What follows belongs to an exercise in optimizing a design on an open flow for small area, a short achievable clock period and few clock cycles; a production flow would make more cautious choices.
In this exercise RTL edits were held to simulation tests only and were not proved equivalent to the original.

## flow/design.v (module list and top-level ports; edited modules follow where they fit)
// module ssdv_huffdec: 3037 lines
module ssdv_huffdec(clk, rst, in_valid, in_ready, in_start, in_byte, out_valid, out_ready, out_kind, out_comp, out_k, out_val);
  // ...
==> flow/run.sh <==
#!/bin/bash
# synth_recipe.tcl (not shown) runs the flow's synth.tcl, then flattens the netlist and writes it again
# the make line also repeats each setting of config.mk as NAME=value (left out here)
make -C /OpenROAD-flow-scripts/flow DESIGN_CONFIG=/design/flow/config.mk WORK_HOME=/design/flow/orfs CLKGATE_MAP_FILE= SYNTH_SCRIPT=/design/flow/synth_recipe.tcl finish
==> flow/config.mk <==
export PLATFORM = sky130hd
export DESIGN_NAME = ssdv_huffdec
export DESIGN_NICKNAME = ssdv_huffdec
export VERILOG_FILES = /design/flow/design.v
export SDC_FILE = /design/flow/constraint.sdc
export NUM_CORES = 4
export LEC_CHECK = 0
export ABC_AREA = 1
export CAP_MARGIN = 20
export CORE_MARGIN = 2
export CORE_UTILIZATION = 45
export CTS_BUF_LIST = sky130_fd_sc_hd__clkbuf_4 sky130_fd_sc_hd__clkbuf_8
export PLACE_DENSITY = 0.6
export SETUP_SLACK_MARGIN = 1.0
export SLEW_MARGIN = 20
export SYNTH_MEMORY_MAX_BITS = 65536
==> flow/constraint.sdc <==
create_clock -name core_clock -period 8.0 [get_ports {clk}]
set_input_delay 1.6000 -clock core_clock [delete_from_list [all_inputs] [get_ports {clk}]]
set_output_delay 1.6000 -clock core_clock [all_outputs]
set_load 0.01 [all_outputs]
==> impl_metrics.py, run 1 <==
metrics = {
    "status": {
        "status": "timing/DRC/antenna clean",
    },
    "logic_synthesis": {
        "yosysMostFrequentCell": "nand2_1",
        "synthDistinctLibCells": 66,
        "ys.flop_type": "edfxtp_1",
        "async_flop_share_pct": 0,
    },
    "finish": {
        "inverters": 175,
        "nNonClkBuffers": 90,
        "multiInputGateArea_sq_um": 6280,
        "area_growth_pct": 13.5,
        "largestClassByArea": "multi-input gates",
        "ff_latch_area_sq_um": 2310,
    },
    "die": {
        "num_rows": 52,
        "dieArea_sq_um": 22100,
    },
    "worst_setup_path": {
        "timing.rr.start": "cnt[1]$_SDFFE_PP0P_",
        "reg2reg_slack_ns": 1.52,
        "worstSetupPathType": "flop to flop",
    },
    "drt": {
        "wl_met2_um": 15400,
        "firstDrtPassIters": 8,
        "drt_iter0_drc": 1474,
    },
    "clocking": {
        "post_cts_buffers": 5,
    },
    "global_route": {
        "grt_use_met1_pct": 43.1,
        "grtUsageMet3_pct": 6.93,
        "antenna_found_initial": 0,
    },
    "sta": {
        "fin_crit_ns": 6.48,
        "tightest_slew_ns": 1.02,
    },
    "placed_design": {
        "placed_area_sq_um": 9930,
    },
}
Testbench counts, summed over its fixed seeds: cycles 11,360.
==> inputs of run 2 (changes only) <==
--- a/flow/config.mk
+++ b/flow/config.mk
@@ -12,5 +12,5 @@
 export CTS_BUF_LIST = sky130_fd_sc_hd__clkbuf_4 sky130_fd_sc_hd__clkbuf_8
 export PLACE_DENSITY = 0.6
-export SETUP_SLACK_MARGIN = 1.0
+export SETUP_SLACK_MARGIN = 1.5
 export SLEW_MARGIN = 20
 export SYNTH_MEMORY_MAX_BITS = 65536
==> impl_metrics.py, run 2 <==
metrics = {
    "status": {
        "status": "timing/DRC/antenna clean",
    },
    "worst_setup_path": {
        "critPathCaptureType": "flop",
        "rr_endpoint": "out_k[4]$_DFFE_PN_",
        "worstSetupPathType": "flop to flop",
        "crit_arrival_ns": 6.29,
        "timing.rr.start": "cnt[1]$_SDFFE_PP0P_",
        "crit_path_top_delay_cell": "fa_2",
        "max_stage_delay_ns": 0.62,
        "crit_end": "out_k[4]$_DFFE_PN_",
        "r2r_cells": 36,
        "crit_required_ns": 8.16,
        "reg2reg_slack_ns": 1.87,
        "start_kind": "flop",
        "startpoint": "cnt[1]$_SDFFE_PP0P_",
        "crit_fanout": 14,
    },
    "drt": {
        "drc": 0,
        "dr_wl_met3_um": 3670,
        "firstDrtPassIters": 9,
        "top_layer_used": "met4",
        "wl_met1_um": 15700,
        "totalWireLength_um": 36300,
        "drt_iter0_drc": 1275,
        "avgRoutedWirePerCell_um": 19.1,
        "vias": 11236,
        "wl_met2_um": 15900,
        "vias_per_cell": 5.92,
        "ant_nets": 0,
    },
    "die": {
        "num_rows": 52,
        "die_w_um": 149,
        "die_h_um": 149,
        "start_util_pct": 46.3,
        "core_area_sq_um": 20400,
        "dieArea_sq_um": 22100,
        "ios": 37,
    },
    "logic_synthesis": {
        "synth_nets": 1588,
        "ys_ff_latch": 84,
        "ys.flop_type": "edfxtp_1",
        "yosysSeqAreaShare_pct": 24.4,
        "yosysMostFrequentCell": "nand2_1",
        "yosys-top-cells-count": "nand2_1 (498), nand3_1 (219), inv_1 (153)",
        "async_flop_share_pct": 0,
        "synthDistinctLibCells": 66,
        "synth_top_area_cell": "nand2_1",
        "syn_area_per_cell_sq_um": 6.12,
        "yosysTopAreaCellShare_pct": 19.8,
        "syn_inst": 1539,
        "yosys_warnings": 1,
        "synth_edf_count": 62,
        "netlist_top_cells_area": "nand2_1 (20%), edfxtp_1 (20%), nand3_1 (12%)",
        "netlist_area_sq_um": 9420,
    },
    "clocking": {
        "clkTransAtPathRegs_ns": 0.11,
        "cts_tree": "yes",
        "cts_inserted_buffers": 9,
        "hold_buffers": 0,
        "cts_max_level": 3,
        "clk_path_buf_depth": 2,
        "clkSinkCount": 84,
        "cts-root-buf": "clkbuf_8",
        "clock_latency_ns": 0.40,
    },
    "sta": {
        "rsz0062_at_grt": "no",
        "hold_viol": 0,
        "tightest_slew_ns": 1.02,
        "final_max_slew_viol_count": 0,
        "holdWs_ns": 0.481,
        "fin_tns_setup_ns": 0,
        "fmax_mhz": 163,
        "setup_violations": 0,
        "fin_skew_ns": 0.0151,
        "finalCritPeriodShare_pct": 76.7,
        "fin_crit_ns": 6.13,
        "timing.slew.headroom_pct": 32.1,
    },
    "placed_design": {
        "gp_congestion": 0.964,
        "port_buffers": 36,
        "dp_hpwl_um": 26700,
    },
    "global_route": {
        "grt_max_degree": 42,
        "antenna_found_initial": 0,
        "grt_pass1_wl_um": 54200,
        "track_usage_pct": 31.4,
        "grt_overflow": 0,
        "first_global_vias": 9898,
    },
    "finish": {
        "largestRegisters": "acc: 37 flops, out_raw: 12 flops",
        "mostFrequentLayoutCells": "nand2_1 (474), nand3_1 (203), inv_1 (146), nor2_1 (120), o21ai_0 (77)",
        "nets": 1672,
        "area_growth_pct": 19.9,
        "drive_above_1_share_pct": 16.2,
        "largest_register": "acc",
        "n_antenna_cell": 0,
        "final_common_cell": "nand2_1",
        "largest_reg_flops": 37,
    },
    "job": {
        "maxCapViolCount": 0,
    },
    "min_path": {
        "hp-class": "flop to flop",
    },
}
-- run 2: how the worst min path moves through the flow --
stage                              start                     to  cells after the start
CTS                 mode[0]$_SDFFE_PP0P_   mode[0]$_SDFFE_PP0P_                      2
floorplan             comp[1]$_SDFF_PP0_  out_comp[1]$_DFFE_PP_                      0
global placement    mode[0]$_SDFFE_PP0P_   mode[0]$_SDFFE_PP0P_                      2
finish              mode[0]$_SDFFE_PP0P_   mode[0]$_SDFFE_PP0P_                      2
global route          comp[1]$_SDFF_PP0_  out_comp[1]$_DFFE_PP_                      0
detailed placement    comp[1]$_SDFF_PP0_  out_comp[1]$_DFFE_PP_                      0
-- run 2: through the flow --
stage / utilization, % / setup slack (ns) / instance area, sq um / instances
floorplan: - / 1.61 / 9420 / 1539
global placement: 48.8 / 0.619 / 9930 / 1809
detailed placement: 48.8 / 0.422 / 9930 / 1809
CTS: 51.1 / 1.51 / 10400 / 1841
global route: 55.5 / 1.44 / 11300 / 1898
finish: 55.5 / 1.87 / 11300 / 1898
-- run 2: critical path, delay by kind of cell (launching register included) --
kind | cells | cell delay [ns]
adder cells (fa/ha/maj) | 7 | 2.05
AND/OR/NAND/NOR | 15 | 1.66
buffers and inverters | 11 | 0.96
AO/OA/AOI/OAI | 3 | 0.76
flip-flops | 1 | 0.43
-- run 2: kinds of logic (layout without fill, tap and decap cells) --
| group | count (synthesis) | in the layout | share of synthesized area [%] |
|---|---|---|---|
| and+or+nand+nor | 933 | 937 | 43.0 |
| AOI/OAI and AO/OA | 249 | 249 | 16.1 |
| buffers and inverters | 231 | 316 | 10.7 |
| DFF | 84 | 84 | 24.4 |
| adders and majority gates | 36 | 36 | 5.10 |
| xor gates and xnor gates | 6 | 6 | 0.558 |
-- run 2: cell type report --
type | instances | area, sq um
Tap cell | 270 | 338
Clock buffer | 9 | 124
Timing Repair Buffer | 125 | 1180
Fill cell | 2066 | 9070
Sequential cell | 84 | 2310
Timing Repair inverter | 3 | 31.3
Multi-Input combinational cell | 1228 | 6540
Inverter | 172 | 692
Clock inverter | 7 | 76.3
-- run 2: layer usage --
metal / vias up / GRT usage [%]
met5: - / 0
met4: 0 / 9.67
met3: 92 / 7.27
met2: 619 / 48.6
met1: 5203 / 43.6
li1: 5322 / -
-- run 2: repair_timing --
action                                  in CTS  in global routing
endpoints found under the hold margin        0                  0
endpoints found under the setup margin      46                 42
gates resized for setup                     41                 98
setup buffers                               11                 52
pin swaps                                    8                 34
cloned                                       5                  5
==> inputs of run 3 (changes only) <==
--- a/flow/config.mk
+++ b/flow/config.mk
@@ -11,6 +11,7 @@
 export CORE_UTILIZATION = 45
 export CTS_BUF_LIST = sky130_fd_sc_hd__clkbuf_4 sky130_fd_sc_hd__clkbuf_8
+export GPL_TIMING_DRIVEN = 0
 export PLACE_DENSITY = 0.6
-export SETUP_SLACK_MARGIN = 1.5
+export SETUP_SLACK_MARGIN = 1.2
 export SLEW_MARGIN = 20
 export SYNTH_MEMORY_MAX_BITS = 65536
==> impl_metrics.py, run 3 <==
metrics = {
    "logic_synthesis": {
        "syn_inst": 1539,
        "yosys-top-cells-count": "nand2_1 (498), nand3_1 (219), inv_1 (153)",
        "netlist_area_sq_um": 9420,
        "synth_nets": 1588,
        "ys.flop_type": "edfxtp_1",
        "async_flop_share_pct": 0,
        "yosys_warnings": 1,
        "yosysMostFrequentCell": "nand2_1",
        "synth_top_area_cell": "nand2_1",
        "yosysSeqAreaShare_pct": 24.4,
        "ys_ff_latch": 84,
        "syn_area_per_cell_sq_um": 6.12,
        "yosysTopAreaCellShare_pct": 19.8,
        "synthDistinctLibCells": 66,
        "synth_edf_count": 62,
        "netlist_top_cells_area": "nand2_1 (20%), edfxtp_1 (20%), nand3_1 (12%)",
    },
    "global_route": {
        "first_global_vias": 9861,
        "antenna_found_initial": 0,
        "grt_overflow": 0,
        "track_usage_pct": 32.0,
        "grt_pass1_wl_um": 54900,
        "grt_max_degree": 28,
    },
    "clocking": {
        "clk_path_buf_depth": 2,
        "cts_max_level": 3,
        "clkSinkCount": 84,
        "clock_latency_ns": 0.40,
        "cts_tree": "yes",
        "cts_inserted_buffers": 9,
        "cts-root-buf": "clkbuf_8",
        "clkTransAtPathRegs_ns": 0.12,
    },
    "worst_setup_path": {
        "crit_arrival_ns": 6.85,
        "start_kind": "flop",
        "max_stage_delay_ns": 0.36,
        "critPathMostFrequentCell": "nand2_1",
        "worstSetupPathType": "flop to flop",
        "crit_path_top_delay_cell": "dfxtp_2",
        "critPathCaptureType": "flop",
        "crit_fanout": 10,
        "crit_required_ns": 8.32,
        "critical_path.n_buffers_inverters": 9,
        "path_delay_family": "simple AND/OR/NAND/NOR gates",
    },
    "status": {
        "status": "timing/DRC/antenna clean",
    },
    "finish": {
        "final_common_cell": "nand2_1",
        "n_antenna_cell": 0,
        "area_growth_pct": 18.1,
        "largest_register": "acc",
        "nets": 1671,
        "final_util_pct": 54.6,
        "stdcell_area_sq_um": 11100,
        "largestRegisters": "acc: 37 flops, out_raw: 12 flops",
        "drive_above_1_share_pct": 15.3,
        "largest_reg_flops": 37,
        "mostFrequentLayoutCells": "nand2_1 (473), nand3_1 (196), inv_1 (148), nor2_1 (126), o21ai_0 (77)",
    },
    "placed_design": {
        "dp_hpwl_um": 28200,
        "gp_congestion": 0.987,
        "port_buffers": 36,
        "placed_area_sq_um": 10100,
    },
    "sta": {
        "final_max_slew_viol_count": 0,
        "hold_viol": 0,
        "finalCritPeriodShare_pct": 81.7,
        "rsz0062_at_grt": "no",
        "fmax_mhz": 153,
        "setup_violations": 0,
        "fin_crit_ns": 6.54,
        "fin_skew_ns": 0.0164,
        "tightest_slew_ns": 1.02,
        "timing.slew.headroom_pct": 32.2,
    },
    "job": {
        "maxCapViolCount": 0,
    },
    "die": {
        "die_w_um": 149,
        "die_h_um": 149,
        "ios": 37,
        "start_util_pct": 46.3,
        "dieArea_sq_um": 22100,
        "core_area_sq_um": 20400,
        "num_rows": 52,
    },
    "drt": {
        "vias": 11216,
        "firstDrtPassIters": 6,
        "avgRoutedWirePerCell_um": 19.1,
        "drc": 0,
        "vias_per_cell": 5.91,
        "drt_iter0_drc": 1688,
        "ant_nets": 0,
        "totalWireLength_um": 36200,
    },
    "min_path": {
        "hp-class": "flop to flop",
    },
}
[run 3: cell counts after synthesis]
No cell type changed its count.
[run 3: cells by family (layout without fill, tap and decap cells)]
logic type	Yosys count	count (layout)	synth area share (%)
simple gates	933	934	43.0
compound gates	249	249	16.1
buf+inv	231	318	10.7
flops	84	84	24.4
fa+ha+maj	36	36	5.10
xor+xnor	6	6	0.558
[run 3: final timing paths]
kind	start	end	slack (ns)	cells past startpoint
worst max register to register	cnt[1]$_SDFFE_PP0P_	k[1]$_SDFFE_PP0N_	1.46	42
worst min-delay path	mode[0]$_SDFFE_PP0P_	mode[0]$_SDFFE_PP0P_	0.47	2
worst min register to register	mode[0]$_SDFFE_PP0P_	mode[0]$_SDFFE_PP0P_	0.47	2
worst max-delay path	cnt[1]$_SDFFE_PP0P_	k[1]$_SDFFE_PP0N_	1.46	42
[run 3: final cells by class]
| type | instances | area (sq um) |
|---|---|---|
| multi-input cells | 1225 | 6450 |
| flip-flops and latches | 84 | 2300 |
| clock buffers | 9 | 124 |
| fillers | 2074 | 9240 |
| clock inverters | 7 | 76.3 |
| inverters | 172 | 686 |
| well taps | 270 | 338 |
| plain buffers | 59 | 475 |
| repair buffers | 70 | 658 |
| repair inverters | 1 | 8.76 |
[run 3: repair_timing]
| action | CTS | global route |
|---|---|---|
| hold buffers | 0 | 0 |
| gates resized for setup | 27 | 126 |
| pin swaps | 8 | 31 |
| endpoints found under the setup margin | 46 | 44 |
| cloned | 1 | 3 |
| setup buffers | 7 | 22 |
[run 3: worst register-to-register path, delay by kind of cell, from the launching register on]
kind	cells	cell delay, ns
DFF	1	0.36
AOI/OAI and AO/OA	8	1.19
buffers and inverters	9	1.04
adders and majority gates	3	0.81
and+or+nand+nor	22	3.05
[run 3: per-layer routing]
layer  up-vias  track usage [%]  wire, um
li1       5310                -         -
met5         -                0         0
met4         0             9.24      1010
met1      5173             47.3     16100
met3        79             5.21      3810
met2       654             47.9     15300
[run 3: stage by stage]
| step | worst slack (ns) | hold slack (ns) | setup TNS [ns] | instances |
|---|---|---|---|---|
| 6_report | 1.46 | 0.474 | 0 | 1897 |
| 5_1_grt | 1.10 | 0.493 | 0 | 1897 |
| 4_1_cts | 1.21 | 0.478 | 0 | 1872 |
| 3_5_place_dp | -0.413 | 0.457 | -1.76 | 1848 |
| 3_3_place_gp | -0.436 | 0.456 | -1.92 | 1845 |
| 2_1_floorplan | 1.61 | 0.431 | 0 | 1539 |
==> inputs of run 4 (changes only) <==
--- a/flow/config.mk
+++ b/flow/config.mk
@@ -9,8 +9,7 @@
 export CAP_MARGIN = 20
 export CORE_MARGIN = 2
-export CORE_UTILIZATION = 45
+export CORE_UTILIZATION = 50
 export CTS_BUF_LIST = sky130_fd_sc_hd__clkbuf_4 sky130_fd_sc_hd__clkbuf_8
-export GPL_TIMING_DRIVEN = 0
-export PLACE_DENSITY = 0.6
+export PLACE_DENSITY = 0.65
 export SETUP_SLACK_MARGIN = 1.2
 export SLEW_MARGIN = 20
==> impl_metrics.py, run 4 <==
metrics = {
    "sta": {
        "rsz0062_at_grt": "no",
        "fmax_mhz": 154,
        "finalCritPeriodShare_pct": 81.0,
        "setup_slack_ns": 1.52,
        "fin_skew_ns": 0.0250,
        "hold_viol": 0,
        "timing.slew.headroom_pct": 28.1,
        "setup_violations": 0,
        "holdWs_ns": 0.482,
        "fin_crit_ns": 6.48,
        "fin_tns_setup_ns": 0,
        "tightest_slew_ns": 1.08,
        "final_max_slew_viol_count": 0,
    },
    "die": {
        "core_area_sq_um": 18600,
        "start_util_pct": 50.7,
        "dieArea_sq_um": 20000,
        "ios": 37,
        "num_rows": 50,
        "die_w_um": 141,
        "die_h_um": 141,
    },
    "logic_synthesis": {
        "syn_inst": 1539,
        "yosysMostFrequentCell": "nand2_1",
        "synthDistinctLibCells": 66,
        "yosys-top-cells-count": "nand2_1 (498), nand3_1 (219), inv_1 (153)",
        "ys_ff_latch": 84,
        "synth_top_area_cell": "nand2_1",
        "netlist_top_cells_area": "nand2_1 (20%), edfxtp_1 (20%), nand3_1 (12%)",
        "synth_edf_count": 62,
        "yosysTopAreaCellShare_pct": 19.8,
        "netlist_area_sq_um": 9420,
        "yosysSeqAreaShare_pct": 24.4,
        "async_flop_share_pct": 0,
        "yosys_warnings": 1,
        "ys.flop_type": "edfxtp_1",
        "syn_area_per_cell_sq_um": 6.12,
        "synth_nets": 1588,
    },
    "finish": {
        "fill_cells": 1892,
        "area_growth_pct": 14.4,
        "multiInputGateArea_sq_um": 6320,
        "final_common_cell": "nand2_1",
        "fin_cells": 1836,
        "largestRegisters": "acc: 37 flops, out_raw: 12 flops",
        "drive_above_1_share_pct": 12.4,
        "largest_reg_flops": 37,
        "largest_register": "acc",
        "stdcell_area_sq_um": 10800,
        "mostFrequentLayoutCells": "nand2_1 (485), nand3_1 (214), inv_1 (147), nor2_1 (127), o21ai_0 (76)",
        "n_antenna_cell": 0,
        "nets": 1646,
        "ff_latch_area_sq_um": 2310,
    },
    "clocking": {
        "hold_buffers": 0,
        "clk_path_buf_depth": 2,
        "clkSinkCount": 84,
        "clock_latency_ns": 0.40,
        "clkTransAtPathRegs_ns": 0.11,
        "cts-root-buf": "clkbuf_8",
        "cts_tree": "yes",
        "cts_max_level": 3,
        "cts_inserted_buffers": 9,
    },
    "worst_setup_path": {
        "critPathCaptureType": "flop",
        "crit_end": "out_raw[8]$_DFFE_PN_",
        "start_kind": "flop",
        "crit_arrival_ns": 6.64,
        "reg2reg_slack_ns": 1.52,
        "crit_fanout": 11,
        "rr_endpoint": "out_raw[8]$_DFFE_PN_",
        "max_stage_delay_ns": 0.56,
        "crit_required_ns": 8.16,
        "crit_path_top_delay_cell": "dfxtp_4",
        "r2r_cells": 38,
        "startpoint": "cnt[1]$_SDFFE_PP0P_",
        "worstSetupPathType": "flop to flop",
        "timing.rr.start": "cnt[1]$_SDFFE_PP0P_",
        "critPathMostFrequentCell": "nand2_1",
    },
    "placed_design": {
        "port_buffers": 36,
        "gp_congestion": 1.05,
        "placed_cells_incl_taps": 1776,
        "dp_hpwl_um": 26100,
        "dp_slack_ns": 0.644,
        "placed_area_sq_um": 9910,
    },
    "global_route": {
        "grt_use_met1_pct": 48.0,
        "grtUsageMet3_pct": 5.30,
        "grt_max_degree": 44,
        "first_global_vias": 10040,
        "use_met2_pct": 53.7,
        "grt_overflow": 0,
        "grt_pass1_wl_um": 53900,
        "top_usage_layer": "met2",
        "track_usage_pct": 34.1,
        "antenna_found_initial": 0,
    },
    "drt": {
        "ant_nets": 0,
        "drt_iter0_drc": 1503,
        "vias_per_cell": 6.12,
        "firstDrtPassIters": 8,
        "totalWireLength_um": 35500,
        "vias": 11234,
        "avgRoutedWirePerCell_um": 19.4,
        "drc": 0,
    },
    "min_path": {
        "hp-class": "flop to flop",
    },
    "job": {
        "maxCapViolCount": 0,
    },
    "status": {
        "status": "timing/DRC/antenna clean",
    },
}
run 4: changes by cell type in the layout (fill, tap and decap cells not counted), sizes merged:
cell | previous run | this run
nand3 | 226 | 227
inv | 173 | 169
clkbuf | 25 | 12
nand2 | 514 | 515
clkinvlp | 2 | 5
buf | 77 | 59
clkinv | 5 | 10
run 4: repair_timing:
| item | 4_1_cts | 5_1_grt |
|---|---|---|
| pin swaps | 1 | 17 |
| setup endpoints to repair | 32 | 41 |
| cloned | 1 | 10 |
| resized for setup | 17 | 63 |
| setup buffers | 7 | 26 |
run 4: cells by family (layout without fill, tap and decap cells):
logic type | count (synthesis) | count (layout) | share of synthesized area, %
AO/OA/AOI/OAI | 249 | 249 | 16.1
XOR/XNOR | 6 | 6 | 0.558
adder cells (fa/ha/maj) | 36 | 36 | 5.10
buffers and inverters | 231 | 291 | 10.7
flip-flops | 84 | 84 | 24.4
AND/OR/NAND/NOR | 933 | 936 | 43.0
run 4: cell type report:
| cell class | instances | share of cell area [%] |
|---|---|---|
| multi-input combinational | 1227 | 58.6 |
| clock buffer | 9 | 1.15 |
| sequential | 84 | 21.4 |
| inverter | 172 | 6.40 |
| tap | 234 | 2.72 |
| clock inverter | 7 | 0.754 |
| timing repair inverter | 5 | 0.383 |
| timing repair buffer | 98 | 8.54 |
run 4: through the flow:
stage	util (%)
2_1_floorplan	-
4_1_cts	55.1
3_5_place_dp	53.3
3_3_place_gp	53.3
6_report	58.0
5_1_grt	58.0
run 4: worst min path at each step:
stage / start / to / cells past startpoint
after floorplan: comp[1]$_SDFF_PP0_ / out_comp[1]$_DFFE_PP_ / 0
final: mode[0]$_SDFFE_PP0P_ / mode[0]$_SDFFE_PP0P_ / 2
after global placement: comp[1]$_SDFF_PP0_ / out_comp[1]$_DFFE_PP_ / 0
after CTS: mode[0]$_SDFFE_PP0P_ / mode[0]$_SDFFE_PP0P_ / 2
after detailed placement: comp[1]$_SDFF_PP0_ / out_comp[1]$_DFFE_PP_ / 0
after global routing: mode[0]$_SDFFE_PP0P_ / mode[0]$_SDFFE_PP0P_ / 2
run 4: critical path, delay by kind of cell, from the launching register on:
kind	cells	cell delay (ns)
adder cells (fa/ha/maj)	3	0.87
AO/OA/AOI/OAI	7	1.10
AND/OR/NAND/NOR	21	2.80
buffers and inverters	7	0.87
flip-flops	1	0.56
run 4: metal layers:
| layer | vias to the layer above | part of all wire [%] |
|---|---|---|
| met2 | 724 | 44 |
| met3 | 99 | 10 |
| met4 | 0 | 3.0 |
| met1 | 5150 | 43 |
| li1 | 5261 | - |
| met5 | - | 0 |

## port drivers added, routing unchanged
The results above use ideal ports. As a check the final layouts listed here were re-extracted and re-timed, cells and wires unchanged. Step 1, drivers: a clkbuf_16 drives clk and a buf_2 each remaining input, both assumed. Step 2, shift: input delay + t, output delay - t, t = (earliest + latest rising clock arrival at the registers) / 2. This alone moves slack from input paths to output paths. Slacks: ideal / step 1 / step 2; pairs: ideal / step 1.
run	t (ns)	setup slack, ns	worst setup path after step 2	latest minus earliest clock arrival (ns)
run 1	0.433	1.521 / 1.521 / 1.521	register to register	0.019 / 0.019
run 2	0.441	1.866 / 1.866 / 1.866	register to register	0.017 / 0.016
run 3	0.429	1.464 / 1.464 / 1.464	register to register	0.016 / 0.017
run 4	0.435	1.521 / 1.521 / 1.521	register to register	0.025 / 0.025
After both steps setup and hold are still met in every run listed.
